What follows belongs to an exercise in optimizing a design on an open flow for small area; a production flow would make more cautious choices. At most, simulation tests tie the RTL to the original design; equivalence was not proved. The RTL of run 2 was laid out without a check of its function. Power is estimated from default activity; no workload was simulated.

==> flow/design.v <==
module mcc (
    input  wire        clk,
    input  wire        rst_n,           
    input  wire [3:0]  cfg_slot,        
    input  wire        cmd_valid,
    output wire        cmd_ready,
    input  wire [7:0]  cmd,
    input  wire [7:0]  op_dir,
    input  wire [7:0]  op_mid,
    input  wire [7:0]  op_mt,
    input  wire [7:0]  op_midx,
    input  wire [8:0]  op_len,
    input  wire        op_delay_en,
    input  wire [15:0] op_delay,
    input  wire        op_bufsel,
    input  wire        op_level,
    input  wire [23:0] op_idexp,
    input  wire [8:0]  op_probelen,
    output reg         done,
    output reg  [7:0]  status,
    output wire [7:0]  res,
    output wire [1:0]  phase,
    output wire        ident_valid,
    output reg  [23:0] ident_id,
    output wire [2:0]  setup,
    output reg  [1:0]  reset_out,
    input  wire        txb_we,
    input  wire [5:0]  txb_addr,
    input  wire [7:0]  txb_wdata,
    input  wire        rb_sel,
    input  wire [5:0]  rb_addr,
    output wire [7:0]  rb_data,
    output wire        lnk_tx_valid,
    output wire [7:0]  lnk_tx_data,
    input  wire        lnk_rx_valid,
    input  wire [7:0]  lnk_rx_data,
    input  wire        lnk_err,
    output wire        rst_drive,
    output wire        rst_level,
    input  wire        rst_fail,
    output wire        rdy_sample,
    input  wire        rdy_in,
    input  wire        rdy_fail
);
    localparam FRAME_CAP = 64;
    localparam [7:0] C_CHK = 8'h01, C_WRH = 8'h02, C_VAL = 8'h03, C_ECHO = 8'h04;
    localparam [7:0] C_ESC = 8'h10, C_XCHG = 8'h11, C_WR = 8'h12, C_SRST = 8'h13;
    localparam [7:0] C_RRDY = 8'h14, C_XCHGE = 8'h15;
    localparam [7:0] C_RESET = 8'h20, C_BUILD = 8'h21, C_DEGRADE = 8'h22, C_ABANDON = 8'h23;
    localparam [7:0] R_OK = 8'h00, R_CHANNEL = 8'h01, R_RESETLINE = 8'h02, R_READYLINE = 8'h03;
    localparam [7:0] R_UNAVAIL = 8'h10, R_CKSUM = 8'h11, R_SERDE = 8'h12, R_IDMISMATCH = 8'h13;
    localparam [7:0] R_UNKNOWN = 8'h20, R_WRONGPHASE = 8'h21, R_SETUPFAILED = 8'h24;
    localparam [7:0] R_BADLEN = 8'h25, R_BADDIR = 8'h26, R_BADMT = 8'h27, R_NOTHING = 8'h29;
    localparam [2:0] S_IDLE = 3'd0, S_HDR = 3'd1, S_SCAN = 3'd2, S_GATE = 3'd3,
                     S_DELAY = 3'd4, S_XFER = 3'd5, S_RDRV = 3'd6, S_RWAIT = 3'd7;
    localparam [3:0] K_CHK = 4'd0, K_VAL = 4'd1, K_ECHO = 4'd2, K_RRDY = 4'd3,
                     K_WRH = 4'd4, K_XCHG = 4'd5, K_WR = 4'd6, K_XCHGE = 4'd7,
                     K_ESC = 4'd8, K_BUILD = 4'd9, K_SRST = 4'd10, K_RESET = 4'd11;
    reg [7:0]  txbuf [0:FRAME_CAP-1];
    reg [7:0]  rxbuf [0:FRAME_CAP-1];
    reg [3:0]  slot;
    reg [2:0]  st;
    reg [3:0]  cls;
    reg        sel;           
    reg        bcfg;          
    reg        bound;
    reg [5:0]  idx;
    reg [5:0]  lm1;           
    reg [5:0]  blen;          
    reg [7:0]  acc;           
    reg [15:0] dcnt;
    reg        den;
    reg        rlvl;
    reg        f_ck, f_sd, f_ec;
    reg        dir2;
    reg [7:0]  b_mid, b_mt, b_midx;
    wire slot_bad = (slot == 4'd0) || (slot > 4'd8);
    assign setup       = {slot_bad, 1'b0, slot_bad};
    assign ident_valid = bound;
    wire len_ok   = (op_len >= 9'd7) && (op_len <= FRAME_CAP);
    wire plen_ok  = (op_probelen >= 9'd7) && (op_probelen <= FRAME_CAP);
    wire bplen_ok = (op_probelen >= 9'd10) && (op_probelen <= FRAME_CAP);
    wire dir_any  = (op_dir == 8'd1) || (op_dir == 8'd2);
    wire dir_to   = (op_dir == 8'd1);
    wire mt_ok    = (op_mt >= 8'd1) && (op_mt <= 8'd4);
    wire unid     = !bound;
    reg [7:0] refuse;
    always @(*) begin
        refuse = R_OK;
        if (slot_bad)
            refuse = R_SETUPFAILED;
        else begin
            case (cmd)
                C_CHK, C_VAL: if (!len_ok) refuse = R_BADLEN;
                C_WRH: begin
                    if (!len_ok)       refuse = R_BADLEN;
                    else if (!dir_any) refuse = R_BADDIR;
                    else if (!mt_ok)   refuse = R_BADMT;
                end
                C_ECHO, C_RRDY: refuse = R_OK;
                C_ESC: begin
                    if (!unid)         refuse = R_WRONGPHASE;
                    else if (!plen_ok) refuse = R_BADLEN;
                end
                C_XCHG, C_WR, C_XCHGE: begin
                    if (!bound)        refuse = R_WRONGPHASE;
                    else if (!len_ok)  refuse = R_BADLEN;
                    else if (!dir_to)  refuse = R_BADDIR;
                    else if (!mt_ok)   refuse = R_BADMT;
                end
                C_SRST, C_RESET: if (!unid) refuse = R_WRONGPHASE;
                C_BUILD: begin
                    if (!unid)                     refuse = R_WRONGPHASE;
                    else if (!bplen_ok || !len_ok) refuse = R_BADLEN;
                    else if (!dir_to)              refuse = R_BADDIR;
                    else if (!mt_ok)               refuse = R_BADMT;
                end
                C_DEGRADE: if (!bound) refuse = R_WRONGPHASE;
                C_ABANDON: refuse = R_NOTHING;
                default:   refuse = R_UNKNOWN;
            endcase
        end
    end
    wire       idle = (st == S_IDLE);
    wire [5:0] ra   = idle ? rb_addr : idx;
    wire       rs   = idle ? rb_sel : sel;
    wire [7:0]   plo = 8'd1 << ra[2:0];
    wire [15:0]  phi = 16'd1 << {rs, ra[5:3]};
    wire [127:0] rsel;
    wire [7:0]   rd;
    genvar gk, gb;
    generate
        for (gk = 0; gk < 128; gk = gk + 1) begin : g_sel
            mcc_nor2 u_sel (.a(~plo[gk % 8]), .b(~phi[gk / 8]), .y(rsel[gk]));
        end
        for (gb = 0; gb < 8; gb = gb + 1) begin : g_rd
            wire [127:0] d;
            for (gk = 0; gk < 64; gk = gk + 1) begin : g_d
                assign d[gk]      = txbuf[gk][gb];
                assign d[64 + gk] = rxbuf[gk][gb];
            end
            mcc_rdbit u_rd (.d(d), .s(rsel), .y(rd[gb]));
        end
    endgenerate
    assign rb_data = rd;
    assign res     = acc;
    wire probe   = (cls == K_ESC) || (cls == K_BUILD && !bcfg);
    wire pr      = probe && !sel;             
    wire is_last = (idx == lm1);
    wire hi0     = (idx[5:4] == 2'b00);
    wire hdr  = (st == S_HDR);
    wire [8:0] at;                
    genvar gi;
    generate
        for (gi = 0; gi < 9; gi = gi + 1) begin : g_at
            assign at[gi] = hi0 && (idx[3:0] == gi) && !is_last;
        end
    endgenerate
    wire e_acc  = is_last && !pr;
    wire e_pck  = is_last && pr;
    wire e_slot = at[0] && !pr;
    wire e_lm1  = at[1];
    wire e_19   = (at[0] || at[2]) && pr;
    wire e_dir  = at[2] && !pr && hdr;
    wire e_2    = at[2] && !pr && !hdr;
    wire e_mid  = at[3] && !pr;
    wire e_mt   = at[4] && !pr;
    wire e_midx = at[5] && !pr;
    wire e_id0  = at[6] && !pr;
    wire e_id1  = at[7] && !pr;
    wire e_id2  = at[8] && !pr;
    wire [7:0] pck = {2'b00, lm1} + 8'd38;    
    wire [7:0] gen;
    mcc_aoi_or #(12) u_g0 (.y(gen[0]),
        .d({acc[0], pck[0], slot[0], lm1[0], e_19, !dir2, b_mid[0], b_mt[0], b_midx[0], ident_id[0], ident_id[8], ident_id[16]}),
        .s({e_acc,  e_pck,  e_slot,  e_lm1,  e_19, e_dir,  e_mid,    e_mt,    e_midx,    e_id0,       e_id1,       e_id2}));
    mcc_aoi_or #(13) u_g1 (.y(gen[1]),
        .d({acc[1], pck[1], slot[1], lm1[1], e_19, dir2,  e_2, b_mid[1], b_mt[1], b_midx[1], ident_id[1], ident_id[9], ident_id[17]}),
        .s({e_acc,  e_pck,  e_slot,  e_lm1,  e_19, e_dir, e_2, e_mid,    e_mt,    e_midx,    e_id0,       e_id1,       e_id2}));
    mcc_aoi_or #(10) u_g2 (.y(gen[2]),
        .d({acc[2], pck[2], slot[2], lm1[2], b_mid[2], b_mt[2], b_midx[2], ident_id[2], ident_id[10], ident_id[18]}),
        .s({e_acc,  e_pck,  e_slot,  e_lm1,  e_mid,    e_mt,    e_midx,    e_id0,       e_id1,        e_id2}));
    mcc_aoi_or #(10) u_g3 (.y(gen[3]),
        .d({acc[3], pck[3], slot[3], lm1[3], b_mid[3], b_mt[3], b_midx[3], ident_id[3], ident_id[11], ident_id[19]}),
        .s({e_acc,  e_pck,  e_slot,  e_lm1,  e_mid,    e_mt,    e_midx,    e_id0,       e_id1,        e_id2}));
    mcc_aoi_or #(10) u_g4 (.y(gen[4]),
        .d({acc[4], pck[4], lm1[4], e_19, b_mid[4], b_mt[4], b_midx[4], ident_id[4], ident_id[12], ident_id[20]}),
        .s({e_acc,  e_pck,  e_lm1,  e_19, e_mid,    e_mt,    e_midx,    e_id0,       e_id1,        e_id2}));
    mcc_aoi_or #(9) u_g5 (.y(gen[5]),
        .d({acc[5], pck[5], lm1[5], b_mid[5], b_mt[5], b_midx[5], ident_id[5], ident_id[13], ident_id[21]}),
        .s({e_acc,  e_pck,  e_lm1,  e_mid,    e_mt,    e_midx,    e_id0,       e_id1,        e_id2}));
    mcc_aoi_or #(8) u_g6 (.y(gen[6]),
        .d({acc[6], pck[6], b_mid[6], b_mt[6], b_midx[6], ident_id[6], ident_id[14], ident_id[22]}),
        .s({e_acc,  e_pck,  e_mid,    e_mt,    e_midx,    e_id0,       e_id1,        e_id2}));
    mcc_aoi_or #(8) u_g7 (.y(gen[7]),
        .d({acc[7], pck[7], b_mid[7], b_mt[7], b_midx[7], ident_id[7], ident_id[15], ident_id[23]}),
        .s({e_acc,  e_pck,  e_mid,    e_mt,    e_midx,    e_id0,       e_id1,        e_id2}));
    wire mism  = (rd != gen);
    wire at1   = at[1];
    wire at2   = at[2];
    wire at345 = at[3] || at[4] || at[5];
    wire at678 = at[6] || at[7] || at[8];
    assign cmd_ready    = idle;
    assign lnk_tx_valid = (st == S_XFER);
    assign lnk_tx_data  = !lnk_tx_valid ? 8'd0 : (pr ? gen : rd);
    assign rst_drive    = (st == S_RDRV);
    assign rst_level    = rlvl;
    assign rdy_sample   = (st == S_GATE);
    assign phase        = {bound, (cls == K_RESET) && (st == S_RDRV || st == S_RWAIT)};
    wire frame   = (cls == K_WRH || cls == K_XCHG || cls == K_WR || cls == K_XCHGE || cls == K_BUILD);
    wire tx_host = idle && txb_we && !cmd_valid;
    wire tx_hdr  = (st == S_HDR);
    wire tx_ck   = (st == S_SCAN) && is_last && !sel && frame;
    wire [5:0] wa = idle ? txb_addr : idx;
    wire [7:0] wd = idle ? txb_wdata : gen;
    always @(posedge clk) begin
        if (tx_host || tx_hdr || tx_ck)
            txbuf[wa] <= wd;
        if (st == S_XFER && lnk_rx_valid && !lnk_err)
            rxbuf[idx] <= lnk_rx_data;
    end
    wire is_pcmd = (cmd == C_ESC) || (cmd == C_BUILD);
    wire [5:0] len_src = idle ? ((cmd == C_ECHO) ? 6'd0 : (is_pcmd ? op_probelen[5:0] : op_len[5:0]))
                              : blen;
    wire [5:0] len_m1  = len_src - 6'd1;
    always @(posedge clk) begin
        if (!rst_n)
            slot <= cfg_slot;
        if (idle && cmd_valid) begin
            b_mid  <= op_mid;
            b_mt   <= op_mt;
            b_midx <= op_midx;
            dir2   <= op_dir[1];
            blen   <= op_len[5:0];
            dcnt   <= op_delay;
            den    <= op_delay_en;
            if (!bound)
                ident_id <= op_idexp;
        end else if (st == S_DELAY)
            dcnt <= dcnt - 16'd1;
    end
    always @(posedge clk) begin
        if (!rst_n) begin
            st        <= S_IDLE;
            done      <= 1'b0;
            status    <= R_OK;
            bound     <= 1'b0;
            reset_out <= 2'd0;
        end else begin
            done <= 1'b0;
            case (st)
                S_IDLE: begin
                    if (cmd_valid) begin
                        idx  <= 6'd0;
                        acc  <= 8'd0;
                        f_ck <= 1'b0;
                        f_sd <= 1'b0;
                        f_ec <= 1'b0;
                        bcfg <= 1'b0;
                        sel  <= op_bufsel && (cmd == C_CHK || cmd == C_VAL || cmd == C_ECHO);
                        lm1  <= len_m1;
                        rlvl <= op_level && (cmd != C_RESET);
                        if (refuse != R_OK) begin
                            done   <= 1'b1;
                            status <= refuse;
                        end else begin
                            case (cmd)
                                C_CHK:   begin cls <= K_CHK;   st <= S_SCAN; end
                                C_VAL:   begin cls <= K_VAL;   st <= S_SCAN; end
                                C_ECHO:  begin cls <= K_ECHO;  st <= S_SCAN; end
                                C_WRH:   begin cls <= K_WRH;   st <= S_HDR;  end
                                C_XCHG:  begin cls <= K_XCHG;  st <= S_HDR;  end
                                C_WR:    begin cls <= K_WR;    st <= S_HDR;  end
                                C_XCHGE: begin cls <= K_XCHGE; st <= S_HDR;  end
                                C_ESC:   begin cls <= K_ESC;   st <= S_XFER; end
                                C_BUILD: begin cls <= K_BUILD; st <= S_XFER; end
                                C_SRST:  begin cls <= K_SRST;  st <= S_RDRV; end
                                C_RESET: begin cls <= K_RESET; st <= S_RDRV; end
                                C_RRDY:  begin cls <= K_RRDY;  st <= S_GATE; end
                                default: begin    
                                    bound  <= 1'b0;
                                    done   <= 1'b1;
                                    status <= R_OK;
                                end
                            endcase
                        end
                    end
                end
                S_HDR: begin
                    idx <= idx + 6'd1;
                    if (idx == 6'd5) begin
                        idx <= 6'd0;
                        st  <= S_SCAN;
                    end
                end
                S_SCAN: begin
                    if (!is_last) begin
                        acc <= acc + rd;
                        idx <= idx + 6'd1;
                        if (probe) begin
                            if (at678 && mism) f_ec <= 1'b1;
                        end else begin
                            if (at1 && mism)   f_ck <= 1'b1;
                            if (at2 && mism)   f_sd <= 1'b1;
                            if (at345 && mism) f_ec <= 1'b1;
                        end
                    end else begin
                        done   <= 1'b1;
                        status <= R_OK;
                        st     <= S_IDLE;
                        case (cls)
                            K_CHK: ;
                            K_VAL:  acc <= {7'd0, !(f_ck || mism || f_sd)};
                            K_ECHO: acc <= {7'd0, !(f_sd || f_ec)};
                            K_WRH:  ;
                            default: begin
                                if (!sel) begin
                                    done <= 1'b0;
                                    st   <= S_GATE;
                                end else if (probe) begin
                                    if (mism)
                                        status <= R_CKSUM;
                                    else if (f_ec)
                                        status <= R_IDMISMATCH;
                                    else begin
                                        done <= 1'b0;
                                        bcfg <= 1'b1;
                                        sel  <= 1'b0;
                                        lm1  <= len_m1;
                                        idx  <= 6'd0;
                                        acc  <= 8'd0;
                                        st   <= S_HDR;
                                    end
                                end else begin
                                    if (f_ck || mism)
                                        status <= R_CKSUM;
                                    else if (f_sd || (cls == K_XCHGE && f_ec))
                                        status <= R_SERDE;
                                    else if (cls == K_BUILD)
                                        bound <= 1'b1;
                                end
                            end
                        endcase
                    end
                end
                S_GATE: begin
                    done <= 1'b1;
                    st   <= S_IDLE;
                    if (rdy_fail)
                        status <= R_READYLINE;
                    else if (cls == K_RRDY) begin
                        status <= R_OK;
                        acc    <= {7'd0, rdy_in};
                    end else if (!rdy_in)
                        status <= R_UNAVAIL;
                    else begin
                        done <= 1'b0;
                        idx  <= 6'd0;
                        st   <= den ? S_DELAY : S_XFER;
                    end
                end
                S_DELAY: begin
                    if (dcnt == 16'd0)
                        st <= S_XFER;
                end
                S_XFER: begin
                    if (lnk_rx_valid) begin
                        idx <= idx + 6'd1;
                        if (lnk_err) begin
                            st     <= S_IDLE;
                            done   <= 1'b1;
                            status <= R_CHANNEL;
                        end else if (is_last) begin
                            idx  <= 6'd0;
                            acc  <= 8'd0;
                            f_ck <= 1'b0;
                            f_sd <= 1'b0;
                            f_ec <= 1'b0;
                            if (cls == K_ESC || cls == K_WR) begin
                                st     <= S_IDLE;
                                done   <= 1'b1;
                                status <= R_OK;
                            end else begin
                                sel <= 1'b1;
                                st  <= S_SCAN;
                            end
                        end
                    end
                end
                S_RDRV: begin
                    idx <= 6'd0;
                    if (rst_fail) begin
                        reset_out <= 2'd0;
                        st        <= S_IDLE;
                        done      <= 1'b1;
                        status    <= R_RESETLINE;
                    end else begin
                        reset_out <= rlvl ? 2'd2 : 2'd1;
                        if (cls == K_SRST) begin
                            st     <= S_IDLE;
                            done   <= 1'b1;
                            status <= R_OK;
                        end else
                            st <= S_RWAIT;
                    end
                end
                default: begin    
                    idx <= idx + 6'd1;
                    if (idx[5]) begin
                        if (!rlvl) begin
                            rlvl <= 1'b1;
                            st   <= S_RDRV;
                        end else begin
                            st     <= S_IDLE;
                            done   <= 1'b1;
                            status <= R_OK;
                        end
                    end
                end
            endcase
        end
    end
endmodule
module mcc_rdbit (
    input  wire [127:0] d,
    input  wire [127:0] s,
    output wire         y
);
    wire [42:0] g;
    genvar k;
    generate
        for (k = 0; k < 42; k = k + 1) begin : g_grp
            mcc_aoi222 u (.a(d[3*k]), .sa(s[3*k]), .b(d[3*k+1]), .sb(s[3*k+1]),
                          .c(d[3*k+2]), .sc(s[3*k+2]), .y(g[k]));
        end
    endgenerate
    mcc_aoi22 u_last (.a(d[126]), .sa(s[126]), .b(d[127]), .sb(s[127]), .y(g[42]));
    assign y = ~&g;
endmodule
module mcc_aoi222 (input wire a, input wire sa, input wire b, input wire sb,
                   input wire c, input wire sc, output wire y);
    assign y = ~((a & sa) | (b & sb) | (c & sc));
endmodule
module mcc_aoi22 (input wire a, input wire sa, input wire b, input wire sb, output wire y);
    assign y = ~((a & sa) | (b & sb));
endmodule
module mcc_nor2 (input wire a, input wire b, output wire y);
    assign y = ~(a | b);
endmodule
module mcc_aoi_or #(parameter N = 3) (
    input  wire [N-1:0] d,
    input  wire [N-1:0] s,
    output wire         y
);
    localparam NG = N / 3;
    localparam R  = N % 3;
    localparam NT = NG + (R != 0 ? 1 : 0);
    wire [NT-1:0] g;
    genvar k;
    generate
        for (k = 0; k < NG; k = k + 1) begin : g_grp
            mcc_aoi222 u (.a(d[3*k]), .sa(s[3*k]), .b(d[3*k+1]), .sb(s[3*k+1]),
                          .c(d[3*k+2]), .sc(s[3*k+2]), .y(g[k]));
        end
        if (R == 2) begin : g_r2
            mcc_aoi22 u (.a(d[3*NG]), .sa(s[3*NG]), .b(d[3*NG+1]), .sb(s[3*NG+1]), .y(g[NG]));
        end
        if (R == 1) begin : g_r1
            assign g[NG] = ~(d[3*NG] & s[3*NG]);
        end
    endgenerate
    assign y = ~&g;
endmodule
==> flow/flow/run.sh <==
#!/bin/bash
# Layout flow: the standard ORFS flow (standard.sh, unchanged synthesis),
# with two tool options changed:
#  - port buffers use the smallest buffer cell instead of the default choice;
#  - clock tree: larger sink clusters and no dummy loads.
# Every port still gets its buffer, and the clock tree is built by CTS as usual.
set -euo pipefail
export BUFFER_PORTS_ARGS="-buffer_cell sky130_fd_sc_hd__buf_1"
export CTS_ARGS="-sink_clustering_enable -repair_clock_nets -sink_clustering_size 25 -sink_clustering_max_diameter 80 -dont_use_dummy_load"
bash standard.sh > standard_flow.log 2>&1
==> flow/standard.sh <==
#!/bin/bash
# synth_recipe.tcl (not shown) runs the flow's synth.tcl, then flattens the netlist and writes it again
# the make line also repeats each setting of config.mk as NAME=value (left out here)
make -C /OpenROAD-flow-scripts/flow DESIGN_CONFIG=/design/flow/config.mk WORK_HOME=/design/flow/orfs CLKGATE_MAP_FILE= SYNTH_SCRIPT=/design/flow/synth_recipe.tcl "${@:-finish}"
==> flow/config.mk <==
export PLATFORM = sky130hd
export DESIGN_NAME = mcc
export DESIGN_NICKNAME = mcc
export VERILOG_FILES = /design/flow/design.v
export SDC_FILE = /design/flow/constraint.sdc
export NUM_CORES = 4
export LEC_CHECK = 0
export CAP_MARGIN = 20
export CORE_MARGIN = 2
export CORE_UTILIZATION = 55
export PLACE_DENSITY = 0.7
export SLEW_MARGIN = 20
export SYNTH_HIERARCHICAL = 1
export SYNTH_MINIMUM_KEEP_SIZE = 0
==> flow/constraint.sdc <==
create_clock -name core_clock -period 10.0 [get_ports {clk}]
set_input_delay 2.0000 -clock core_clock [delete_from_list [all_inputs] [get_ports {clk}]]
set_output_delay 2.0000 -clock core_clock [all_outputs]
set_load 0.01 [all_outputs]
==> results of run 1 <==
cell families after synthesis:
kind of cell | after synthesis
buffers and inverters | 78
XOR/XNOR | 48
adder cells (fa/ha/maj) | 17
other | 1
flip-flops | 1143
AO/OA/AOI/OAI | 564
multiplexers | 15
AND/OR/NAND/NOR | 791
how the worst max path moves through the flow:
stage	startpoint	endpoint	slack, ps	cells after the start
after floorplan	rb_addr[3]	bcfg$_DFFE_PP_	3720	12
after global routing	st[0]$_SDFFE_PN0P_	lnk_tx_data[1]	1100	14
after CTS	st[0]$_SDFFE_PN0P_	lnk_tx_data[1]	1370	14
after global placement	rb_addr[2]	lnk_tx_data[1]	1560	13
after detailed placement	rb_addr[1]	lnk_tx_data[1]	1500	13
final	st[0]$_SDFFE_PN0P_	lnk_tx_data[1]	1160	14
report_power, final:
part	total [mW]	switching [mW]	internal, mW
Clock	2.28	1.35	0.928
Combinational	0.384	0.286	0.0972
Sequential	5.31	0.0229	5.29
worst min-delay path, stage by stage (launching register included):
cell     delay, ps
dfxtp_1        320
nand2_1         50
mux2i_1         60
cells in the final DEF, fill, tap and decap left out, types with 11 or more instances in the layout:
cell	netlist	final
edfxtp_1	1130	1130
a222oi_1	360	360
nor2_1	336	335
buf_1	9	201
nand2_1	153	145
nand4_1	94	94
a21oi_1	56	56
nand3_1	53	53
clkbuf_16	0	52
xnor2_1	38	38
o21ai_0	33	33
nor3_1	30	30
buf_4	6	30
nor4_1	24	24
inv_1	23	22
nand3b_1	16	16
o31ai_1	15	15
mux2i_1	14	14
ha_1	14	14
dfxtp_1	13	13
or3_1	11	11
final cells by class:
cell class,count,area (um^2)
multi-input cells,1439,9690
clock buffers,52,1300
fillers,5847,31600
flip-flops and latches,1143,34200
repair buffers,239,1020
diodes,6,15.0
inverters,25,93.8
well taps,1050,1310
modules after synthesis, one instance, submodules excluded, a selection:
| module | times used | flip-flops and latches | cells inside | area, um^2 |
|---|---|---|---|---|
| mcc | 1 | 1143 | 2027 | 39200 |
| mcc_rdbit | 8 | 0 | 15 | 90.1 |
| mcc_aoi22 | 10 | 0 | 1 | 12.5 |
| mcc_aoi222 | 360 | 0 | 1 | 10.0 |
| mcc_nor2 | 128 | 0 | 1 | 3.75 |
stage by stage:
stage	power, mW	hold slack [ps]	instance area [um^2]
after floorplan	5.59	479	44200
final	7.97	468	47600
after global routing	8.16	487	47600
after CTS	7.97	473	47600
after detailed placement	5.80	461	46300
after global placement	5.79	448	46300
registers in the layout, indices dropped and copies added, names as in the netlist, 2 cells and up:
register / cells
txbuf: 512
idx: 6
acc: 8
dcnt: 16
st: 3
rxbuf: 512
blen: 6
b_midx: 8
status: 6
b_mt: 8
cls: 4
lm1: 6
reset_out: 2
b_mid: 8
ident_id: 24
slot: 4
metal layers:
layer	GRT usage	routed length, um	up-vias
met3	0.0520	14200	242
li1	-	-	11805
met2	0.466	57500	2038
met5	0	43	-
met4	0.0953	4400	8
met1	0.393	44100	13952
==> results.yml, run 1 <==
status:
  outcome: "timing/DRC/antenna clean"
placed_design:
  pre_cts_ws_ps: 1500
  dp_hpwl_um: 81200
  dp_cells: 3896
  io_buffers: 209
  gp_congestion: 0.952
critical_path:
  path_delay_family: "simple AND/OR/NAND/NOR gates"
  cpPeakStageDelay_ps: 850
  r2r_start: "st[0]$_SDFFE_PN0P_"
  crit_fanout: 47
  crit_path_frequent_cell: "nand2_1"
  crit_chain: "nor2_1 -> nand2_1 -> inv_2 -> o31ai_1 -> nand2_1 -> buf_4 -> nor2_1 -> a222oi_1 -> nand4_1 -> nor4_1 -> nand3_1 -> nand2_1 -> a21oi_1 -> buf_1"
  crit_required_ps: 8000
  cp-start-kind: "flip-flop"
  rrSetupSlack_ps: 1840
  critical_path_class: "flip-flop to output pin"
  worstPathArrival_ps: 6840
  r2r_cells: 15
  cp_num_buf_inv: 3
  reg2reg_to: "lm1[1]$_DFFE_PP_"
  crit_slowest_cell: "nand2_1"
  end_kind: "output pin"
clock_network:
  clkSinkCount: 1143
  post-cts-setup-buffer-count: 0
  cts_root_buf: "clkbuf_16"
  clockBufferDepth: 3
  cts_tree: "done"
  htree_levels: 2
  insertion_delay_ps: 670
  clkTransAtPathRegs_ps: 90
  post_cts_resized: 0
  cts-buffers-inserted: 52
  hold_buffers: 0
min_path:
  hp-class: "flip-flop to flip-flop"
  min_path_cells: 2
  whs_endpoint: "status[5]$_SDFFE_PN0P_"
  min-delay-start: "status[5]$_SDFFE_PN0P_"
final_layout:
  syn2layout_area_growth_pct: 7.76
  drive_gt1_frac: 0.0476
  post-route-util: 0.601
  stdcell_count: 3954
  nNetsFinal: 3059
synth:
  async_reset_ff_frac: 0
  synth_edf_count: 1130
  avgSynthCellArea_um2: 16.6
  yosys-top-cells-area: "edfxtp_1, a222oi_1, nor2_1, nand4_1, nand2_1"
  ys.flop_type: "edfxtp_1"
  synthTopCellsByCount: "edfxtp_1, a222oi_1, nor2_1"
  synthAdderAreaFrac: 0.00510
  synth_top_family_by_area: "compound AO/OA/AOI/OAI gates"
  synth_seq_cells: 1143
  synthCells: 2657
  synth_xor_area_frac: 0.00951
  yosysMostFrequentCell: "edfxtp_1"
  synth_top_area_frac: 0.768
  yosys_warnings: 7
  synth_compound_area_frac: 0.114
  synthMuxAreaShare: 0.00343
  synth_cell_types: 102
  yosys.area.top_type: "edfxtp_1"
  syn_area_um2: 44200
  ys_seq_area_frac: 0.774
  yosys.area_share.simple: 0.0858
detailed_routing:
  routed_via_density: 7.09
  antenna_left: 0
  initialDrtViolationCount: 5065
  drc: 0
  wire_per_inst_um: 30.4
  drt_wl_total_um: 120000
  vias: 28045
  firstDrtPassIters: 14
die:
  core_um2: 79300
  die_w_um: 287
  rows: 103
  die_h_um: 287
  initial_utilization: 0.558
  dieArea_um2: 82600
  io_pins: 213
grt:
  grt_antenna_before_repair: 7
  overflow: 0
  grt_max_degree: 65
  first_global_vias: 27018
  track_usage: 0.286
  grt_pass1_wl_um: 175000
power:
  p_per_area_nw_per_um2: 167
  power_leakage_nw: 14.3
  vdd.ir_drop.worst_uv: 163
sta:
  period_share: 0.884
  slew_headroom: 0.269
  fin_ws_ps: 1160
  hold_viol_final: 0
  tightest_slew_ps: 1090
  slew_viol_final: 0
  clock_skew_ps: 87.8
  grt_setup_unrepaired: "no"
  finalSetupTns_ps: 0
  fin_crit_ps: 8840
  setup_viol_count_final: 0
  max_freq_mhz: 113
run:
  drv_cap: 0
==> inputs of run 2 (changes only) <==
--- a/flow/design.v
+++ b/flow/design.v
@@ -71,7 +71,7 @@
     reg [15:0] dcnt;
     reg        den;
     reg        rlvl;
-    reg        f_ck, f_sd, f_ec;
+    reg        f_ck, f_se;
     reg        dir2;
     reg [7:0]  b_mid, b_mt, b_midx;
     wire slot_bad = (slot == 4'd0) || (slot > 4'd8);
@@ -84,43 +84,31 @@
     wire dir_to   = (op_dir == 8'd1);
     wire mt_ok    = (op_mt >= 8'd1) && (op_mt <= 8'd4);
     wire unid     = !bound;
-    reg [7:0] refuse;
-    always @(*) begin
-        refuse = R_OK;
-        if (slot_bad)
-            refuse = R_SETUPFAILED;
-        else begin
-            case (cmd)
-                C_CHK, C_VAL: if (!len_ok) refuse = R_BADLEN;
-                C_WRH: begin
-                    if (!len_ok)       refuse = R_BADLEN;
-                    else if (!dir_any) refuse = R_BADDIR;
-                    else if (!mt_ok)   refuse = R_BADMT;
-                end
-                C_ECHO, C_RRDY: refuse = R_OK;
-                C_ESC: begin
-                    if (!unid)         refuse = R_WRONGPHASE;
-                    else if (!plen_ok) refuse = R_BADLEN;
-                end
-                C_XCHG, C_WR, C_XCHGE: begin
-                    if (!bound)        refuse = R_WRONGPHASE;
-                    else if (!len_ok)  refuse = R_BADLEN;
-                    else if (!dir_to)  refuse = R_BADDIR;
-                    else if (!mt_ok)   refuse = R_BADMT;
-                end
-                C_SRST, C_RESET: if (!unid) refuse = R_WRONGPHASE;
-                C_BUILD: begin
-                    if (!unid)                     refuse = R_WRONGPHASE;
-                    else if (!bplen_ok || !len_ok) refuse = R_BADLEN;
-                    else if (!dir_to)              refuse = R_BADDIR;
-                    else if (!mt_ok)               refuse = R_BADMT;
-                end
-                C_DEGRADE: if (!bound) refuse = R_WRONGPHASE;
-                C_ABANDON: refuse = R_NOTHING;
-                default:   refuse = R_UNKNOWN;
-            endcase
-        end
-    end
+    wire c_chkval = (cmd == C_CHK) || (cmd == C_VAL);
+    wire c_wrh    = (cmd == C_WRH);
+    wire c_free   = (cmd == C_ECHO) || (cmd == C_RRDY);
+    wire c_esc    = (cmd == C_ESC);
+    wire c_xfr    = (cmd == C_XCHG) || (cmd == C_WR) || (cmd == C_XCHGE);
+    wire c_unid   = (cmd == C_SRST) || (cmd == C_RESET);
+    wire c_build  = (cmd == C_BUILD);
+    wire c_degr   = (cmd == C_DEGRADE);
+    wire c_aband  = (cmd == C_ABANDON);
+    wire known    = c_chkval || c_wrh || c_free || c_esc || c_xfr || c_unid || c_build || c_degr || c_aband;
+    wire rf_phase = ((c_esc || c_unid || c_build) && bound) || ((c_xfr || c_degr) && !bound);
+    wire rf_len   = ((c_chkval || c_wrh || c_xfr || c_build) && !len_ok) ||
+                    (c_esc && !plen_ok) || (c_build && !bplen_ok);
+    wire rf_dir   = (c_wrh && !dir_any) || ((c_xfr || c_build) && !dir_to);
+    wire rf_mt    = (c_wrh || c_xfr || c_build) && !mt_ok;
+    wire r_setup = slot_bad;
+    wire r_unk   = !r_setup && !known;
+    wire r_ab    = !r_setup && known && c_aband;
+    wire r_ph    = !r_setup && known && rf_phase;
+    wire r_len   = !r_setup && known && !rf_phase && rf_len;
+    wire r_dir   = !r_setup && known && !rf_phase && !rf_len && rf_dir;
+    wire r_mt    = !r_setup && known && !rf_phase && !rf_len && !rf_dir && rf_mt;
+    wire refused = r_setup || r_unk || r_ab || r_ph || r_len || r_dir || r_mt;
+    wire [7:0] refuse = {2'b00, refused, 1'b0, r_ab, r_setup || r_len || r_dir || r_mt,
+                         r_dir || r_mt, r_ab || r_ph || r_len || r_mt};
     wire       idle = (st == S_IDLE);
     wire [5:0] ra   = idle ? rb_addr : idx;
     wire       rs   = idle ? rb_sel : sel;
@@ -254,13 +242,12 @@
                         idx  <= 6'd0;
                         acc  <= 8'd0;
                         f_ck <= 1'b0;
-                        f_sd <= 1'b0;
-                        f_ec <= 1'b0;
+                        f_se <= 1'b0;
                         bcfg <= 1'b0;
                         sel  <= op_bufsel && (cmd == C_CHK || cmd == C_VAL || cmd == C_ECHO);
                         lm1  <= len_m1;
                         rlvl <= op_level && (cmd != C_RESET);
-                        if (refuse != R_OK) begin
+                        if (refused) begin
                             done   <= 1'b1;
                             status <= refuse;
                         end else begin
@@ -297,21 +284,19 @@
                     if (!is_last) begin
                         acc <= acc + rd;
                         idx <= idx + 6'd1;
-                        if (probe) begin
-                            if (at678 && mism) f_ec <= 1'b1;
-                        end else begin
-                            if (at1 && mism)   f_ck <= 1'b1;
-                            if (at2 && mism)   f_sd <= 1'b1;
-                            if (at345 && mism) f_ec <= 1'b1;
-                        end
+                        if (at1 && !probe && mism)
+                            f_ck <= 1'b1;
+                        if (((at2 && !probe) || (at345 && (cls == K_ECHO || cls == K_XCHGE)) ||
+                             (at678 && probe)) && mism)
+                            f_se <= 1'b1;
                     end else begin
                         done   <= 1'b1;
                         status <= R_OK;
                         st     <= S_IDLE;
                         case (cls)
                             K_CHK: ;
-                            K_VAL:  acc <= {7'd0, !(f_ck || mism || f_sd)};
-                            K_ECHO: acc <= {7'd0, !(f_sd || f_ec)};
+                            K_VAL:  acc <= {7'd0, !(f_ck || mism || f_se)};
+                            K_ECHO: acc <= {7'd0, !f_se};
                             K_WRH:  ;
                             default: begin
                                 if (!sel) begin
@@ -320,7 +305,7 @@
                                 end else if (probe) begin
                                     if (mism)
                                         status <= R_CKSUM;
-                                    else if (f_ec)
+                                    else if (f_se)
                                         status <= R_IDMISMATCH;
                                     else begin
                                         done <= 1'b0;
@@ -334,7 +319,7 @@
                                 end else begin
                                     if (f_ck || mism)
                                         status <= R_CKSUM;
-                                    else if (f_sd || (cls == K_XCHGE && f_ec))
+                                    else if (f_se)
                                         status <= R_SERDE;
                                     else if (cls == K_BUILD)
                                         bound <= 1'b1;
@@ -374,8 +359,7 @@
                             idx  <= 6'd0;
                             acc  <= 8'd0;
                             f_ck <= 1'b0;
-                            f_sd <= 1'b0;
-                            f_ec <= 1'b0;
+                            f_se <= 1'b0;
                             if (cls == K_ESC || cls == K_WR) begin
                                 st     <= S_IDLE;
                                 done   <= 1'b1;
@@ -426,7 +410,7 @@
     input  wire [127:0] s,
     output wire         y
 );
-    wire [42:0] g;
+    wire [41:0] g;
     genvar k;
     generate
         for (k = 0; k < 42; k = k + 1) begin : g_grp
@@ -434,8 +418,10 @@
                           .c(d[3*k+2]), .sc(s[3*k+2]), .y(g[k]));
         end
     endgenerate
-    mcc_aoi22 u_last (.a(d[126]), .sa(s[126]), .b(d[127]), .sb(s[127]), .y(g[42]));
-    assign y = ~&g;
+    wire [1:0] h;
+    mcc_nand2 u_l0 (.a(d[126]), .b(s[126]), .y(h[0]));
+    mcc_nand2 u_l1 (.a(d[127]), .b(s[127]), .y(h[1]));
+    assign y = ~&{g, h};
 endmodule
 module mcc_aoi222 (input wire a, input wire sa, input wire b, input wire sb,
                    input wire c, input wire sc, output wire y);
@@ -444,6 +430,9 @@
 module mcc_aoi22 (input wire a, input wire sa, input wire b, input wire sb, output wire y);
     assign y = ~((a & sa) | (b & sb));
 endmodule
+module mcc_nand2 (input wire a, input wire b, output wire y);
+    assign y = ~(a & b);
+endmodule
 module mcc_nor2 (input wire a, input wire b, output wire y);
     assign y = ~(a | b);
 endmodule
==> run 2 against run 1 <==
Still clean. Count of clock-buffer cells in the layout grew 2. Register-to-register slack gained 280 ps. Via count grew 1.1%. Flip-flop and latch count shrank 1. First-iteration DRC count grew 16%. Combinational power grew 7.0%. Synthesized area shrank 0.19%. Worst setup slack gained 76 ps. Wire length grew 3.1%. Clock skew shrank 28 ps. Non-clock buffer count grew 4. Total power grew 0.72%. Largest power group unchanged.
==> results.yml, run 2 <==
status:
  outcome: "timing/DRC/antenna clean"
final_layout:
  drive_gt1_frac: 0.0449
  fillers: 5883
  syn2layout_area_growth_pct: 7.93
  post-route-util: 0.601
  largest_registers: "rxbuf x512, txbuf x512, ident_id x24"
  most-common-layout-cells: "edfxtp_1, a222oi_1, nor2_1"
  fin_area_um2: 47600
  nNetsFinal: 3077
  mostFrequentLayoutCell: "edfxtp_1"
synth:
  ys.flop_type: "edfxtp_1"
  ys_seq_area_frac: 0.774
  synth_cell_types: 87
  yosys.area.top_type: "edfxtp_1"
  synth_top_area_frac: 0.769
  avgSynthCellArea_um2: 16.5
  synth_edf_count: 1129
  synthTopCellsByCount: "edfxtp_1, a222oi_1, nor2_1"
  yosys-top-cells-area: "edfxtp_1, a222oi_1, nor2_1, nand2_1, nand4_1"
  synth_seq_cells: 1142
  synthCells: 2676
  syn_area_um2: 44100
  yosys_warnings: 7
  async_reset_ff_frac: 0
  yosysMostFrequentCell: "edfxtp_1"
clock_network:
  hold_buffers: 0
  clkTransAtPathRegs_ps: 60
  cts-buffers-inserted: 54
  clkSinkCount: 1142
  htree_levels: 2
  clockBufferDepth: 3
  cts_tree: "done"
  insertion_delay_ps: 660
  post-cts-setup-buffer-count: 0
  post_cts_resized: 0
  cts_root_buf: "clkbuf_16"
min_path:
  min_path_cells: 2
  whs_endpoint: "reset_out[1]$_SDFFE_PN0P_"
  min-delay-start: "reset_out[1]$_SDFFE_PN0P_"
  hp-class: "flip-flop to flip-flop"
critical_path:
  crit_fanout: 40
  rrSetupSlack_ps: 2120
  critical_path_class: "flip-flop to output pin"
  crit_required_ps: 8000
  worstPathArrival_ps: 6770
  r2r_cells: 20
  end_kind: "output pin"
  reg2reg_to: "idx[2]$_DFFE_PP_"
  critPathLaunch: "st[2]$_SDFFE_PN0P_"
  cp-start-kind: "flip-flop"
  r2r_start: "st[2]$_SDFFE_PN0P_"
detailed_routing:
  drt_wl_total_um: 124000
  firstDrtPassIters: 14
  vias: 28342
  antenna_left: 0
  wire_per_inst_um: 31.2
  drc: 0
  routed_via_density: 7.14
  initialDrtViolationCount: 5891
grt:
  first_global_vias: 27363
  global_route.usage.met2: 0.480
  use_met3: 0.0588
  busiest_layer: "met2"
  overflow: 0
  grt_max_degree: 65
  track_usage: 0.297
  grt_pass1_wl_um: 180000
  use_met1: 0.407
  grt_antenna_before_repair: 8
power:
  switching_share: 0.209
  pwr-share-comb: 0.051
  power.clock.fraction: 0.287
  p_seq_frac: 0.661
  switchingPower_mw: 1.68
  internal_power_mw: 6.35
  power_leakage_nw: 14.3
  vdd.ir_drop.worst_uv: 137
  p_per_area_nw_per_um2: 169
die:
  core_um2: 79300
  io_pins: 213
  rows: 103
  initial_utilization: 0.557
  die_h_um: 287
  dieArea_um2: 82500
  die_w_um: 287
placed_design:
  gp_congestion: 1.02
  io_buffers: 209
  dp_hpwl_um: 84800
  place_area_um2: 46200
sta:
  tightest_slew_ps: 1230
  setup_viol_count_final: 0
  max_freq_mhz: 114
  slew_headroom: 0.174
  hold_viol_final: 0
  fin_crit_ps: 8770
  finalSetupTns_ps: 0
  period_share: 0.877
  clock_skew_ps: 60.2
  slew_viol_final: 0
  hold_slack_ps: 490
  grt_setup_unrepaired: "no"
run:
  drv_cap: 0
[run 2: changes by cell type after synthesis, moves of 10 or more]
cell      before  now
a21o_1         5   15
nand2_1      153  166
nand2b_1       4   15
nand3_1       53   37
o21ai_0       33   57
[run 2: critical path, stage by stage (launching register included)]
cell	delay, ps
dfxtp_1	300
buf_4	290
inv_1	210
nand2_1	90
buf_4	330
clkinv_1	200
buf_4	290
nand2_1	110
nand2_1	90
nand2_1	800
buf_4	320
nor2_1	160
a222oi_1	620
nand4_1	280
nor4_1	990
nand3_1	520
o21ai_0	220
a21oi_1	90
buf_1	160
[run 2: cells by family after synthesis]
group	share of synthesized area
compound gates	0.116
xor+xnor	0.00913
fa+ha+maj	0.00488
buf+inv	0.00823
flops	0.774
mux	0.00182
other cells	0.0000850
simple gates	0.0853
[run 2: per-stage QoR]
stage | power, mW | worst slack [ps] | instances
floorplan | 5.60 | 4120 | 2679
detailed placement | 5.82 | 1910 | 3912
global route | 8.23 | 1260 | 3966
CTS | 8.03 | 1690 | 3966
finish | 8.03 | 1230 | 3969
global placement | 5.81 | 1950 | 3912
[run 2: cell type report]
| cell class | instances | area, um^2 | area share |
|---|---|---|---|
| diodes | 3 | 7.51 | 0.000158 |
| clock buffers | 54 | 1350 | 0.0284 |
| inverters | 23 | 86.3 | 0.00181 |
| multi-input cells | 1454 | 9640 | 0.202 |
| flip-flops and latches | 1142 | 34200 | 0.718 |
| well taps | 1050 | 1310 | 0.0276 |
| repair buffers | 243 | 1050 | 0.0220 |
[run 2: worst max path at each step]
stage                      to  depth (start not counted)
4_1_cts        lnk_tx_data[2]                         18
6_report       lnk_tx_data[2]                         18
3_3_place_gp   lnk_tx_data[2]                         13
3_5_place_dp   lnk_tx_data[2]                         13
2_1_floorplan  lnk_tx_data[1]                         10
5_1_grt        lnk_tx_data[7]                         17
[run 2: per-module statistics from Yosys, one instance, submodules excluded, a selection]
module	copies in the design	flip-flops and latches
mcc_aoi22	2	0
mcc_nor2	128	0
mcc_rdbit	8	0
mcc	1	1142
mcc_nand2	16	0
mcc_aoi222	360	0
[run 2: routing by layer]
metal / part of all wire / vias up
met5: 0.00060 / -
met4: 0.039 / 12
met3: 0.12 / 268
met2: 0.48 / 2070
met1: 0.37 / 14162
li1: - / 11830
[run 2: power by group through the flow]
| stage | clock (mW) | sequential, mW | combinational [mW] |
|---|---|---|---|
| final | 2.31 | 5.31 | 0.411 |
| after global routing | 2.48 | 5.31 | 0.433 |
| after CTS | 2.32 | 5.31 | 0.401 |
| after detailed placement | 0 | 5.42 | 0.400 |
| after global placement | 0 | 5.42 | 0.390 |
| after floorplan | 0 | 5.41 | 0.189 |
==> inputs of run 3 (changes only) <==
--- a/flow/design.v
+++ b/flow/design.v
@@ -53,16 +53,16 @@
     localparam [7:0] R_BADLEN = 8'h25, R_BADDIR = 8'h26, R_BADMT = 8'h27, R_NOTHING = 8'h29;
     localparam [2:0] S_IDLE = 3'd0, S_HDR = 3'd1, S_SCAN = 3'd2, S_GATE = 3'd3,
                      S_DELAY = 3'd4, S_XFER = 3'd5, S_RDRV = 3'd6, S_RWAIT = 3'd7;
-    localparam [3:0] K_CHK = 4'd0, K_VAL = 4'd1, K_ECHO = 4'd2, K_RRDY = 4'd3,
-                     K_WRH = 4'd4, K_XCHG = 4'd5, K_WR = 4'd6, K_XCHGE = 4'd7,
-                     K_ESC = 4'd8, K_BUILD = 4'd9, K_SRST = 4'd10, K_RESET = 4'd11;
+    localparam [4:0] K_CHK = 5'b00001, K_WRH = 5'b00010, K_VAL = 5'b00011, K_ECHO = 5'b00100,
+                     K_ESC = 5'b01000, K_XCHG = 5'b01001, K_WR = 5'b01010, K_SRST = 5'b01011,
+                     K_RRDY = 5'b01100, K_XCHGE = 5'b01101, K_RESET = 5'b10000, K_BUILD = 5'b10001,
+                     K_BCFG = 5'b10111;
     reg [7:0]  txbuf [0:FRAME_CAP-1];
     reg [7:0]  rxbuf [0:FRAME_CAP-1];
     reg [3:0]  slot;
     reg [2:0]  st;
-    reg [3:0]  cls;
+    reg [4:0]  cls;           
     reg        sel;           
-    reg        bcfg;          
     reg        bound;
     reg [5:0]  idx;
     reg [5:0]  lm1;           
@@ -132,7 +132,7 @@
     endgenerate
     assign rb_data = rd;
     assign res     = acc;
-    wire probe   = (cls == K_ESC) || (cls == K_BUILD && !bcfg);
+    wire probe   = (cls == K_ESC) || (cls == K_BUILD);
     wire pr      = probe && !sel;             
     wire is_last = (idx == lm1);
     wire hi0     = (idx[5:4] == 2'b00);
@@ -195,7 +195,7 @@
     assign rst_level    = rlvl;
     assign rdy_sample   = (st == S_GATE);
     assign phase        = {bound, (cls == K_RESET) && (st == S_RDRV || st == S_RWAIT)};
-    wire frame   = (cls == K_WRH || cls == K_XCHG || cls == K_WR || cls == K_XCHGE || cls == K_BUILD);
+    wire frame   = (cls == K_WRH || cls == K_XCHG || cls == K_WR || cls == K_XCHGE || cls == K_BCFG);
     wire tx_host = idle && txb_we && !cmd_valid;
     wire tx_hdr  = (st == S_HDR);
     wire tx_ck   = (st == S_SCAN) && is_last && !sel && frame;
@@ -227,15 +227,52 @@
         end else if (st == S_DELAY)
             dcnt <= dcnt - 16'd1;
     end
+    wire acc_cmd   = idle && cmd_valid;
+    wire scan_end  = (st == S_SCAN) && is_last;
+    wire k_vchk    = (cls == K_XCHG) || (cls == K_XCHGE) || (cls == K_BCFG);   
+    wire to_gate   = scan_end && !sel && (k_vchk || cls == K_WR);
+    wire probe_chk = scan_end && sel && (cls == K_BUILD);
+    wire probe_ok  = probe_chk && !mism && !f_se;
+    wire validate  = scan_end && sel && k_vchk;
+    wire gate_pass = (st == S_GATE) && !rdy_fail && (cls != K_RRDY) && rdy_in;
+    wire xfer_byte = (st == S_XFER) && lnk_rx_valid;
+    wire xfer_last = xfer_byte && !lnk_err && is_last;
+    wire xfer_fin  = xfer_last && (cls == K_ESC || cls == K_WR);
+    wire rst_wait_end = (st == S_RWAIT) && idx[5];
+    wire fin = (acc_cmd && (refused || cmd == C_DEGRADE)) ||
+               (scan_end && !to_gate && !probe_ok) ||
+               ((st == S_GATE) && !gate_pass) ||
+               (xfer_byte && lnk_err) || xfer_fin ||
+               ((st == S_RDRV) && (rst_fail || cls == K_SRST)) ||
+               (rst_wait_end && rlvl);
+    wire e_chan  = (st == S_XFER) && lnk_err;
+    wire e_rline = (st == S_RDRV) && rst_fail;
+    wire e_ready = (st == S_GATE) && rdy_fail;
+    wire e_unav  = (st == S_GATE) && !rdy_fail && (cls != K_RRDY) && !rdy_in;
+    wire e_ck    = (probe_chk || validate) && (mism || (f_ck && !probe_chk));
+    wire e_sd    = validate && !(f_ck || mism) && f_se;
+    wire e_id    = probe_chk && !mism && f_se;
+    wire [7:0] op_code = {3'b000, e_unav || e_ck || e_sd || e_id, 2'b00,
+                          e_rline || e_ready || e_sd || e_id,
+                          e_chan || e_ready || e_ck || e_id};
+    always @(posedge clk) begin
+        if (!rst_n) begin
+            done   <= 1'b0;
+            status <= R_OK;
+        end else begin
+            done <= fin;
+            if (fin)
+                status <= (st == S_IDLE) ? refuse : op_code;
+        end
+    end
     always @(posedge clk) begin
         if (!rst_n) begin
             st        <= S_IDLE;
-            done      <= 1'b0;
-            status    <= R_OK;
             bound     <= 1'b0;
             reset_out <= 2'd0;
         end else begin
-            done <= 1'b0;
+            if (fin)
+                st <= S_IDLE;
             case (st)
                 S_IDLE: begin
                     if (cmd_valid) begin
@@ -243,32 +280,24 @@
                         acc  <= 8'd0;
                         f_ck <= 1'b0;
                         f_se <= 1'b0;
-                        bcfg <= 1'b0;
                         sel  <= op_bufsel && (cmd == C_CHK || cmd == C_VAL || cmd == C_ECHO);
                         lm1  <= len_m1;
-                        rlvl <= op_level && (cmd != C_RESET);
-                        if (refused) begin
-                            done   <= 1'b1;
-                            status <= refuse;
-                        end else begin
+                        if (!refused) begin
+                            cls <= {cmd[5:4], cmd[2:0]};
                             case (cmd)
-                                C_CHK:   begin cls <= K_CHK;   st <= S_SCAN; end
-                                C_VAL:   begin cls <= K_VAL;   st <= S_SCAN; end
-                                C_ECHO:  begin cls <= K_ECHO;  st <= S_SCAN; end
-                                C_WRH:   begin cls <= K_WRH;   st <= S_HDR;  end
-                                C_XCHG:  begin cls <= K_XCHG;  st <= S_HDR;  end
-                                C_WR:    begin cls <= K_WR;    st <= S_HDR;  end
-                                C_XCHGE: begin cls <= K_XCHGE; st <= S_HDR;  end
-                                C_ESC:   begin cls <= K_ESC;   st <= S_XFER; end
-                                C_BUILD: begin cls <= K_BUILD; st <= S_XFER; end
-                                C_SRST:  begin cls <= K_SRST;  st <= S_RDRV; end
-                                C_RESET: begin cls <= K_RESET; st <= S_RDRV; end
-                                C_RRDY:  begin cls <= K_RRDY;  st <= S_GATE; end
-                                default: begin    
-                                    bound  <= 1'b0;
-                                    done   <= 1'b1;
-                                    status <= R_OK;
-                                end
+                                C_CHK:   begin st <= S_SCAN; end
+                                C_VAL:   begin st <= S_SCAN; end
+                                C_ECHO:  begin st <= S_SCAN; end
+                                C_WRH:   begin st <= S_HDR;  end
+                                C_XCHG:  begin st <= S_HDR;  end
+                                C_WR:    begin st <= S_HDR;  end
+                                C_XCHGE: begin st <= S_HDR;  end
+                                C_ESC:   begin st <= S_XFER; end
+                                C_BUILD: begin st <= S_XFER; end
+                                C_SRST:  begin rlvl <= op_level; st <= S_RDRV; end
+                                C_RESET: begin rlvl <= 1'b0;     st <= S_RDRV; end
+                                C_RRDY:  begin st <= S_GATE; end
+                                default: bound <= 1'b0;    
                             endcase
                         end
                     end
@@ -290,58 +319,30 @@
                              (at678 && probe)) && mism)
                             f_se <= 1'b1;
                     end else begin
-                        done   <= 1'b1;
-                        status <= R_OK;
-                        st     <= S_IDLE;
-                        case (cls)
-                            K_CHK: ;
-                            K_VAL:  acc <= {7'd0, !(f_ck || mism || f_se)};
-                            K_ECHO: acc <= {7'd0, !f_se};
-                            K_WRH:  ;
-                            default: begin
-                                if (!sel) begin
-                                    done <= 1'b0;
-                                    st   <= S_GATE;
-                                end else if (probe) begin
-                                    if (mism)
-                                        status <= R_CKSUM;
-                                    else if (f_se)
-                                        status <= R_IDMISMATCH;
-                                    else begin
-                                        done <= 1'b0;
-                                        bcfg <= 1'b1;
-                                        sel  <= 1'b0;
-                                        lm1  <= len_m1;
-                                        idx  <= 6'd0;
-                                        acc  <= 8'd0;
-                                        st   <= S_HDR;
-                                    end
-                                end else begin
-                                    if (f_ck || mism)
-                                        status <= R_CKSUM;
-                                    else if (f_se)
-                                        status <= R_SERDE;
-                                    else if (cls == K_BUILD)
-                                        bound <= 1'b1;
-                                end
-                            end
-                        endcase
+                        if (cls == K_VAL)
+                            acc <= {7'd0, !(f_ck || mism || f_se)};
+                        if (cls == K_ECHO)
+                            acc <= {7'd0, !f_se};
+                        if (to_gate)
+                            st <= S_GATE;
+                        if (probe_ok) begin
+                            cls <= K_BCFG;
+                            sel <= 1'b0;
+                            lm1 <= len_m1;
+                            idx <= 6'd0;
+                            acc <= 8'd0;
+                            st  <= S_HDR;
+                        end
+                        if (validate && cls == K_BCFG && !(f_ck || mism || f_se))
+                            bound <= 1'b1;
                     end
                 end
                 S_GATE: begin
-                    done <= 1'b1;
-                    st   <= S_IDLE;
-                    if (rdy_fail)
-                        status <= R_READYLINE;
-                    else if (cls == K_RRDY) begin
-                        status <= R_OK;
-                        acc    <= {7'd0, rdy_in};
-                    end else if (!rdy_in)
-                        status <= R_UNAVAIL;
-                    else begin
-                        done <= 1'b0;
-                        idx  <= 6'd0;
-                        st   <= den ? S_DELAY : S_XFER;
+                    if (cls == K_RRDY)
+                        acc <= {7'd0, rdy_in};
+                    if (gate_pass) begin
+                        idx <= 6'd0;
+                        st  <= den ? S_DELAY : S_XFER;
                     end
                 end
                 S_DELAY: begin
@@ -351,54 +352,28 @@
                 S_XFER: begin
                     if (lnk_rx_valid) begin
                         idx <= idx + 6'd1;
-                        if (lnk_err) begin
-                            st     <= S_IDLE;
-                            done   <= 1'b1;
-                            status <= R_CHANNEL;
-                        end else if (is_last) begin
+                        if (xfer_last) begin
                             idx  <= 6'd0;
                             acc  <= 8'd0;
                             f_ck <= 1'b0;
                             f_se <= 1'b0;
-                            if (cls == K_ESC || cls == K_WR) begin
-                                st     <= S_IDLE;
-                                done   <= 1'b1;
-                                status <= R_OK;
-                            end else begin
-                                sel <= 1'b1;
-                                st  <= S_SCAN;
-                            end
+                            sel  <= 1'b1;
+                            if (!xfer_fin)
+                                st <= S_SCAN;
                         end
                     end
                 end
                 S_RDRV: begin
-                    idx <= 6'd0;
-                    if (rst_fail) begin
-                        reset_out <= 2'd0;
-                        st        <= S_IDLE;
-                        done      <= 1'b1;
-                        status    <= R_RESETLINE;
-                    end else begin
-                        reset_out <= rlvl ? 2'd2 : 2'd1;
-                        if (cls == K_SRST) begin
-                            st     <= S_IDLE;
-                            done   <= 1'b1;
-                            status <= R_OK;
-                        end else
-                            st <= S_RWAIT;
-                    end
+                    idx       <= 6'd0;
+                    reset_out <= rst_fail ? 2'd0 : (rlvl ? 2'd2 : 2'd1);
+                    if (!rst_fail && cls != K_SRST)
+                        st <= S_RWAIT;
                 end
                 default: begin    
                     idx <= idx + 6'd1;
-                    if (idx[5]) begin
-                        if (!rlvl) begin
-                            rlvl <= 1'b1;
-                            st   <= S_RDRV;
-                        end else begin
-                            st     <= S_IDLE;
-                            done   <= 1'b1;
-                            status <= R_OK;
-                        end
+                    if (rst_wait_end && !rlvl) begin
+                        rlvl <= 1'b1;
+                        st   <= S_RDRV;
                     end
                 end
             endcase
--- a/flow/flow/run.sh
+++ b/flow/flow/run.sh
@@ -6,5 +6,5 @@
 # Every port still gets its buffer, and the clock tree is built by CTS as usual.
 set -euo pipefail
 export BUFFER_PORTS_ARGS="-buffer_cell sky130_fd_sc_hd__buf_1"
-export CTS_ARGS="-sink_clustering_enable -repair_clock_nets -sink_clustering_size 25 -sink_clustering_max_diameter 80 -dont_use_dummy_load"
+export CTS_ARGS="-sink_clustering_enable -repair_clock_nets -sink_clustering_size 32 -sink_clustering_max_diameter 70 -dont_use_dummy_load"
 bash standard.sh > standard_flow.log 2>&1
--- a/flow/config.mk
+++ b/flow/config.mk
@@ -7,8 +7,8 @@
 export LEC_CHECK = 0
 export CAP_MARGIN = 20
 export CORE_MARGIN = 2
-export CORE_UTILIZATION = 55
-export PLACE_DENSITY = 0.7
+export CORE_UTILIZATION = 68
+export PLACE_DENSITY = 0.8
 export SLEW_MARGIN = 20
 export SYNTH_HIERARCHICAL = 1
 export SYNTH_MINIMUM_KEEP_SIZE = 0
==> run 3 against run 2 <==
Worst setup slack improved by 46 ps. Via count increased by 0.18%. Critical path depth decreased by 2. First-iteration DRC count increased by 0.66%. Utilization increased by 13 points. Sequential share of layout area increased by 0.80 points. Maximum frequency increased by 0.53%. Flip-flop and latch count unchanged. Wire length decreased by 2.6%. Critical path type unchanged.
==> results.yml, run 3 <==
placed_design:
  pre_cts_ws_ps: 1970
  gp_congestion: 1.01
  dp_hpwl_um: 81700
  io_buffers: 209
critical_path:
  crit_fanout: 33
  crit_chain: "inv_1 -> nand2_1 -> buf_4 -> inv_1 -> buf_4 -> nand3_1 -> o21ai_0 -> nand2_1 -> nor2_1 -> a222oi_1 -> nand4_1 -> nor4_1 -> nand3_1 -> nand2_1 -> a21oi_1 -> buf_1"
  rrSetupSlack_ps: 1840
  crit_required_ps: 8000
  cp-start-kind: "flip-flop"
  cp_num_buf_inv: 5
  crit_path_frequent_cell: "nand2_1"
  path_delay_family: "simple AND/OR/NAND/NOR gates"
  crit_slowest_cell: "nor4_1"
  worstPathArrival_ps: 6720
  end_kind: "output pin"
  critical_path_class: "flip-flop to output pin"
  cpPeakStageDelay_ps: 930
clock_network:
  clockBufferDepth: 3
  post-cts-setup-buffer-count: 0
  cts-buffers-inserted: 50
  post_cts_resized: 0
  hold_buffers: 0
  clkSinkCount: 1142
  clkTransAtPathRegs_ps: 70
  insertion_delay_ps: 660
  cts_tree: "done"
  cts_root_buf: "clkbuf_16"
  htree_levels: 2
sta:
  clock_skew_ps: 88.9
  max_freq_mhz: 115
  slew_headroom: 0.191
  setup_viol_count_final: 0
  fin_crit_ps: 8720
  tightest_slew_ps: 1200
  grt_setup_unrepaired: "no"
  slew_viol_final: 0
  hold_viol_final: 0
  period_share: 0.872
  finalSetupTns_ps: 0
  fin_ws_ps: 1280
status:
  outcome: "timing/DRC/antenna clean"
power:
  p_per_area_nw_per_um2: 169
  vdd.ir_drop.worst_uv: 137
  power_leakage_nw: 14.4
final_layout:
  mostFrequentLayoutCell: "edfxtp_1"
  syn2layout_area_growth_pct: 7.26
  largest_registers: "rxbuf x512, txbuf x512, ident_id x24"
  seq_area_um2: 34200
  drive_gt1_frac: 0.0448
  most-common-layout-cells: "edfxtp_1, a222oi_1, nor2_1"
  fillers: 3866
  post-route-util: 0.734
  nNetsFinal: 3059
  multi_input_area_um2: 9420
die:
  core_um2: 64100
  io_pins: 213
  rows: 93
  die_w_um: 258
  initial_utilization: 0.685
  die_h_um: 258
  dieArea_um2: 66600
synth:
  ys_seq_area_frac: 0.778
  syn_area_um2: 43900
  synthTopCellsByCount: "edfxtp_1, a222oi_1, nor2_1"
  synth_cell_types: 82
  synthCells: 2654
  synth_edf_count: 1129
  synth_top_area_frac: 0.772
  async_reset_ff_frac: 0
  avgSynthCellArea_um2: 16.5
  yosys_warnings: 7
  ys.flop_type: "edfxtp_1"
  yosys.area.top_type: "edfxtp_1"
  synth_seq_cells: 1142
  yosys-top-cells-area: "edfxtp_1, a222oi_1, nor2_1, nand2_1, nand4_1"
  yosysMostFrequentCell: "edfxtp_1"
grt:
  grt_antenna_before_repair: 12
  track_usage: 0.358
  grt_pass1_wl_um: 174000
  global_route.usage.met2: 0.577
  use_met3: 0.0771
  use_met1: 0.481
  grt_max_degree: 65
  first_global_vias: 27221
  overflow: 0
  busiest_layer: "met2"
detailed_routing:
  drc: 0
  drt_wl_total_um: 121000
  routed_via_density: 7.55
  firstDrtPassIters: 22
  wire_per_inst_um: 32.1
  vias: 28394
  antenna_left: 0
  initialDrtViolationCount: 5930
run:
  drv_cap: 0
min_path:
  hp-class: "flip-flop to flip-flop"
run 3: final cells by class:
| class | count | area share |
|---|---|---|
| repair buffers | 243 | 0.0223 |
| multi-input cells | 1433 | 0.200 |
| flip-flops and latches | 1142 | 0.726 |
| diodes | 8 | 0.000425 |
| clock buffers | 50 | 0.0266 |
| inverters | 31 | 0.00247 |
| well taps | 855 | 0.0227 |
run 3: kinds of logic (layout without fill, tap and decap cells):
family | Yosys count | in the layout | share of synthesized area
AO/OA/AOI/OAI | 534 | 534 | 0.110
XOR/XNOR | 49 | 49 | 0.00978
adder cells (fa/ha/maj) | 15 | 15 | 0.00445
buffers and inverters | 82 | 324 | 0.00815
flip-flops | 1142 | 1142 | 0.778
multiplexers | 6 | 6 | 0.00137
other | 1 | 12 | 0.0000854
AND/OR/NAND/NOR | 825 | 825 | 0.0881
run 3: report_power, final:
part	leakage (nW)	switching (mW)	internal (mW)	total, mW
sequential	10.3	0.0242	5.29	5.31
clock	0.616	1.32	0.895	2.21
combinational	3.44	0.312	0.101	0.413
total	14.4	1.65	6.29	7.94
run 3: worst paths after layout:
path | start | endpoint | depth (start not counted)
worst max-delay path | st[2]$_SDFF_PN0_ | lnk_tx_data[6] | 16
worst min-delay path | status[2]$_SDFFE_PN0P_ | status[2]$_SDFFE_PN0P_ | 2
worst max register to register | st[2]$_SDFF_PN0_ | idx[4]$_DFFE_PP_ | 18
worst min register to register | status[2]$_SDFFE_PN0P_ | status[2]$_SDFFE_PN0P_ | 2
run 3: per-module statistics from Yosys (local to each module, per instance), a selection:
module,copies in the design,cell area (um^2),flip-flops and latches
mcc_aoi22,2,12.5,0
mcc_aoi222,360,10.0,0
mcc,1,38900,1142
mcc_rdbit,8,91.3,0
mcc_nor2,128,3.75,0
mcc_nand2,16,3.75,0
run 3: through the flow:
stage                     cells  cell area (um^2)  power [mW]  hold slack, ps
after global placement     3704             45800        5.81             449
final                      3762             47100        7.94             473
after global routing       3755             47100        8.10             493
after floorplan            2657             43900        5.60             482
after CTS                  3754             47100        7.92             475
after detailed placement   3704             45800        5.82             458
run 3: worst min-delay path, cell delays in order, from the launching register on:
cell,delay [ps]
dfxtp_1,310
nand2_1,50
mux2i_1,60
run 3: per-layer routing:
layer / vias to the layer above / wire [um]
met5: - / 108
met4: 16 / 5990
met3: 388 / 15700
met2: 2358 / 57300
met1: 13907 / 41600
li1: 11725 / -

## port drivers added, routing unchanged
Ports are ideal in the flow. The routed layouts listed here were re-timed in OpenROAD. Step 1, drivers: a clkbuf_16 drives clk and a buf_2 each remaining input, both assumed. Step 2 times the ports against the registers' clock, not the clock port: input delays grow and output delays shrink by t, the midpoint of the rising clock arrivals with the driver on. a / b / c = ideal ports / drivers / drivers and shift; a / b = the first two.
| run | t (ns) | slack for setup (ns) | worst setup path at the end |
|---|---|---|---|
| run 1 | 0.694 | 1.158 / 1.090 / 1.215 | input to output |
| run 2 | 0.698 | 1.234 / 1.165 / 1.447 | input to output |
| run 3 | 0.683 | 1.281 / 1.212 / 1.515 | input to register |
After both steps every run listed still meets setup and hold.
